Context: an optimization exercise on an open-source flow, tuned for small area, a short achievable clock period and few clock cycles per item. The choices shown serve that exercise and are no tape-out recipe. In this exercise RTL edits were held to simulation tests only and were not proved equivalent to the original.

[run.sh]
#!/bin/bash
# synth_recipe.tcl (not shown) runs the flow's synth.tcl, then flattens the netlist and writes it again
# the make line also repeats each setting of config.mk as NAME=value (left out here)
make -C /OpenROAD-flow-scripts/flow DESIGN_CONFIG=/design/flow/config.mk WORK_HOME=/design/flow/orfs CLKGATE_MAP_FILE= SYNTH_SCRIPT=/design/flow/synth_recipe.tcl finish
[constraint.sdc]
create_clock -name core_clock -period 12.0 [get_ports {clk}]
set_input_delay 2.4000 -clock core_clock [delete_from_list [all_inputs] [get_ports {clk}]]
set_output_delay 2.4000 -clock core_clock [all_outputs]
set_load 0.01 [all_outputs]
[design.v]
module s16_encoder (
    input  wire        clk,
    input  wire        rst,         
    input  wire        in_valid,
    output wire        in_ready,
    input  wire [27:0] in_data,
    input  wire        in_last,
    output reg         out_valid,
    input  wire        out_ready,
    output reg  [31:0] out_word,
    output reg         out_last
);
    localparam integer DEPTH = 28;    
    localparam integer VW    = 28;    
    function automatic integer slot_w(input integer s, input integer j);
        begin
            case (s)
                0:  slot_w = (j < 28) ? 1 : 0;
                1:  slot_w = (j < 7) ? 2 : (j < 21) ? 1 : 0;
                2:  slot_w = (j < 7) ? 1 : (j < 14) ? 2 : (j < 21) ? 1 : 0;
                3:  slot_w = (j < 14) ? 1 : (j < 21) ? 2 : 0;
                4:  slot_w = (j < 14) ? 2 : 0;
                5:  slot_w = (j < 1) ? 4 : (j < 9) ? 3 : 0;
                6:  slot_w = (j < 1) ? 3 : (j < 5) ? 4 : (j < 8) ? 3 : 0;
                7:  slot_w = (j < 7) ? 4 : 0;
                8:  slot_w = (j < 4) ? 5 : (j < 6) ? 4 : 0;
                9:  slot_w = (j < 2) ? 4 : (j < 6) ? 5 : 0;
                10: slot_w = (j < 3) ? 6 : (j < 5) ? 5 : 0;
                11: slot_w = (j < 2) ? 5 : (j < 5) ? 6 : 0;
                12: slot_w = (j < 4) ? 7 : 0;
                13: slot_w = (j < 1) ? 10 : (j < 3) ? 9 : 0;
                14: slot_w = (j < 2) ? 14 : 0;
                default: slot_w = (j < 1) ? 28 : 0;
            endcase
        end
    endfunction
    function automatic integer slot_off(input integer s, input integer j);
        integer k;
        begin
            slot_off = 0;
            for (k = 0; k < j; k = k + 1)
                slot_off = slot_off + slot_w(s, k);
        end
    endfunction
    function automatic integer slot_cnt(input integer s);
        integer k;
        begin
            slot_cnt = 0;
            for (k = 0; k < DEPTH; k = k + 1)
                if (slot_w(s, k) != 0)
                    slot_cnt = slot_cnt + 1;
        end
    endfunction
    reg [DEPTH*VW-1:0] win;
    reg [5:0]          cnt;         
    reg                have_last;   
    wire out_free = !out_valid || out_ready;
    wire can_emit = (cnt == DEPTH[5:0]) || (have_last && cnt != 0);
    wire emit     = can_emit && out_free;
    assign in_ready = (cnt != DEPTH[5:0]) && !have_last;
    wire accept   = in_valid && in_ready;
    wire [15:0]    fit;
    wire [16*28-1:0] payload;    
    wire [16*6-1:0]  slots;      
    genvar gs, gj;
    generate
        for (gs = 0; gs < 16; gs = gs + 1) begin : g_sel
            localparam integer C = slot_cnt(gs);
            wire [DEPTH-1:0] slot_ok;
            wire [27:0]      pl;
            for (gj = 0; gj < DEPTH; gj = gj + 1) begin : g_slot
                localparam integer W   = slot_w(gs, gj);
                localparam integer OFF = slot_off(gs, gj);
                wire [VW-1:0] v    = win[gj*VW +: VW];
                wire          here = (gj < cnt);
                if (W == 0) begin : g_none
                    assign slot_ok[gj] = 1'b1;
                end else begin : g_used
                    if (W < VW) begin : g_chk
                        assign slot_ok[gj] = !here || (v[VW-1:W] == 0);
                    end else begin : g_full
                        assign slot_ok[gj] = 1'b1;
                    end
                    assign pl[OFF +: W] = here ? v[W-1:0] : {W{1'b0}};
                end
            end
            assign fit[gs] = &slot_ok;
            assign payload[gs*28 +: 28] = pl;
            assign slots[gs*6 +: 6]     = C[5:0];
        end
    endgenerate
    reg [3:0] sel;
    integer   s;
    always @* begin
        sel = 4'd15;
        for (s = 15; s >= 0; s = s - 1)
            if (fit[s])
                sel = s[3:0];
    end
    wire [5:0] sel_cnt = slots[sel*6 +: 6];
    wire [5:0] take = (sel_cnt < cnt) ? sel_cnt : cnt;
    reg [DEPTH*VW-1:0] shifted;
    integer            b;
    always @* begin
        shifted = win;
        for (b = 0; b < 5; b = b + 1)
            if (take[b])
                shifted = shifted >> (VW << b);
    end
    integer i;
    always @(posedge clk) begin
        if (rst) begin
            cnt       <= 6'd0;
            have_last <= 1'b0;
            out_valid <= 1'b0;
        end else begin
            if (out_valid && out_ready)
                out_valid <= 1'b0;
            if (emit) begin
                out_valid <= 1'b1;
                out_word  <= {sel, payload[sel*28 +: 28]};
                out_last  <= have_last && (take == cnt);
                win       <= shifted;
                cnt       <= cnt - take;
                if (take == cnt)
                    have_last <= 1'b0;
            end else if (accept) begin
                for (i = 0; i < DEPTH; i = i + 1)
                    if (cnt == i)
                        win[i*VW +: VW] <= in_data;
                cnt       <= cnt + 6'd1;
                have_last <= in_last;
            end
        end
    end
endmodule
[config.mk]
export PLATFORM = sky130hd
export DESIGN_NAME = s16_encoder
export DESIGN_NICKNAME = s16_encoder
export VERILOG_FILES = /design/flow/design.v
export SDC_FILE = /design/flow/constraint.sdc
export NUM_CORES = 4
export LEC_CHECK = 0
export CAP_MARGIN = 40
export CORE_MARGIN = 2
export CORE_UTILIZATION = 25
export PLACE_DENSITY = 0.35
export SLEW_MARGIN = 40
==> metrics.cfg <==
[global_route]
track_usage_pct = 36.54
antenna_found_initial = 64
first_global_vias = 69875
grt_max_degree = 122
grt_pass1_wl_um = 706800
overflow = 0

[worst_setup_path]
cp.required_ns = 12.53
reg2reg_depth = 27
worst-path-stages = 27
cp-startpoint = win[55]
startpoint_type = flip-flop
path_max_fanout = 81
reg2reg_from = win[55]
end_kind = flip-flop
path_buf_inv = 6
crit_type = flip-flop to flip-flop
critPathCapture = win[42]
rrSetupSlack_ns = 1.42
crit_arrival_ns = 11.11
crit_family = compound AO/OA/AOI/OAI gates
max_stage_delay_ns = 0.78
crit_slowest_cell = o41ai_1
r2r_end = win[42]

[clocking]
postCtsSetupRepairBufs = 0
clk_latency_ns = 0.82
ctsResizeCount = 0
clk_path_buf_depth = 3
cts_htree_levels = 3
clkTransAtPathRegs_ns = 0.06
clockRootBuffer = clkbuf_16
cts_buffers = 117
cts_tree = built
cts.sinks = 825
cts_hold_buf = 0

[route]
remaining_drc_errors = 0
routed_wirelength_um = 543900
avgViaCountPerCell = 6.747
vias = 75684
drtIter0Drc = 11890
antenna_left = 0
drtPass1Iterations = 7
post_drt_wl_per_cell_um = 48.49

[finish]
nFillCells = 29244
layout-drive-gt1-share_pct = 12.84
syn_to_final_growth_pct = 15.16
nets = 7403
area.sequential_mm2 = 0.02469
multi_input_area_mm2 = 0.04303
final_area_mm2 = 0.08089

[place]
gp_congestion = 1.011
dp_hpwl_um = 379300
pre_cts_ws_ns = 1.708
dpl_cell_area_mm2 = 0.07693
port_buffers = 67

[floorplan]
die_h_um = 534.1
io_pins = 68
rows = 194
fp.coreArea_mm2 = 0.2794
die-area_mm2 = 0.2852
die_x_um = 534.1
start_util_pct = 25.14

[sta]
fin_crit_sh_pct = 88.18
fin_setup_tns_ns = 0
max_freq_ghz = 0.09450
clock_skew_ns = 0.05874
drv_slew = 0
hold_violations = 0
setup_viol = 0
worst_slack_ns = 1.418
rsz0062_at_grt = no
worst_pin_slew_ns = 1.080
fin_crit_ns = 10.58
slew_headroom_pct = 27.32

[yosys]
syn_avg_cell_area_um2 = 9.261
ys_seq_elements = 825
synth_area_mm2 = 0.07024
ys_warn_count = 1
synth_edf_count = 817
synth_top_cell_by_area = edfxtp_1
yosysSeqAreaShare_pct = 35.16
yosysMostFrequentCell = mux2i_1
synth_ff_type = edfxtp_1
yosysTopAreaCellShare_pct = 34.93
synth_nets = 7630
synth_cell_types = 96
synthArstFlopShare_pct = 0
yosys-top-cells-area = edfxtp_1 35%, mux2i_1 19%, nand2_1 4.8%
netlist_instances = 7585
synthTopCellsByCount = 1358 x mux2i_1, 890 x nand2_1, 817 x edfxtp_1

[worst_hold_path]
min_path_cells = 1
hp-class = flip-flop to flip-flop

[status]
status = timing/DRC/antenna clean

[job]
maxCapViolCount = 0

==> worst reg2reg max path, stage by stage, from the launching register on <==
cell	delay (ns)
edfxtp_1	0.61
nor4_1	0.74
nand4_1	0.61
o41ai_1	0.78
o211ai_1	0.22
nor4b_2	0.65
nand4_1	0.40
inv_1	0.16
o21a_4	0.31
inv_1	0.11
ha_1	0.28
a21oi_1	0.44
inv_1	0.13
ha_1	0.34
a21o_1	0.18
a21oi_1	0.19
nor2_1	0.09
a21oi_1	0.21
o21a_1	0.56
o221ai_1	0.29
nor3_2	0.24
buf_12	0.24
buf_12	0.49
buf_12	0.51
mux2_2	0.51
mux2i_1	0.34
a21bo_2	0.20
o31a_1	0.46
==> worst min-delay path by stage <==
stage / from / end / slack [ns]
after global placement: win[0] / out_word[0] / 0.51
after global routing: win[0] / out_word[0] / 0.55
final: win[0] / out_word[0] / 0.53
after floorplan: have_last / have_last / 0.48
after detailed placement: win[0] / out_word[0] / 0.52
after CTS: win[0] / out_word[0] / 0.53
==> metrics by stage <==
| stage | utilization, % | hold slack (ns) | instances |
|---|---|---|---|
| 2_1_floorplan | - | 0.4794 | 7585 |
| 3_3_place_gp | 27.28 | 0.5084 | 10947 |
| 3_5_place_dp | 27.53 | 0.5172 | 10962 |
| 4_1_cts | 28.90 | 0.5314 | 11178 |
| 5_1_grt | 28.92 | 0.5543 | 11182 |
| 6_report | 28.95 | 0.5278 | 11217 |
==> flip-flops by register name, indices dropped and copies added, names as in the netlist <==
name and cells:
cnt 6, have_last 1, out_last 1, out_valid 1, out_word 32, win 784
==> kinds of logic (layout without fill, tap and decap cells) <==
family                   Yosys count  in the layout  share of synthesized area (%)
adder cells (fa/ha/maj)           12             12                         0.2137
AO/OA/AOI/OAI                   2401           2401                          23.61
multiplexers                    1567           1567                          22.73
flip-flops                       825            825                          35.16
AND/OR/NAND/NOR                 1978           1978                          12.93
buffers and inverters            793            663                          5.244
XOR/XNOR                           9              9                         0.1122
other                              0             38                              0
==> metal layers <==
layer	global-route usage [%]	share of wire, %	vias up
li1	-	-	29528
met1	48.22	41	39129
met2	53.19	41	5744
met3	9.552	11	1255
met4	21.88	7.0	28
met5	0.1666	0.038	-
==> final cells by class <==
cell class                      count  area share (%)
Antenna cell                       38          0.1176
Clock buffer                      146           3.935
Clock inverter                     70          0.7687
Inverter                           20          0.1036
Multi-Input combinational cell   5967           53.19
Sequential cell                   825           30.53
Tap cell                         3724           5.760
Timing Repair Buffer              427           5.593
==> cells in the final DEF, fill, tap and decap left out, drive strengths merged, types with 118 or more instances in the layout <==
cell type  instances
a211oi           249
a21oi            447
a221oi           138
and3             137
buf              360
clkbuf           146
edfxtp           817
mux2             207
mux2i           1358
nand2            890
nand3            160
nor2             343
nor4             175
o211ai           118
o21ai            520
Testbench counts, summed over its fixed seeds: cycles 46,631, items 33,203.

separate check: timing with driven ports:
In the flow no input, the clock included, has a driving cell. The finished layout below was timed again as built, in two steps. Step 1, drivers: a clkbuf_16 drives clk and a buf_2 each remaining input, both assumed. Step 2 also shifts input and output timing later by t, the mid clock arrival at the registers, as if the neighbouring blocks saw the same clock. Three values: ideal, step 1, step 2; two values: the first two.
shift t [ns]: 0.888
setup WS [ns]: 1.418 / 1.418 / 1.418
worst setup path after step 2: register to register
After both steps this run still meets setup and hold. For this run, drivers alone change the setup slack by 0.000 ns; drivers and shift together by 0.000 ns.
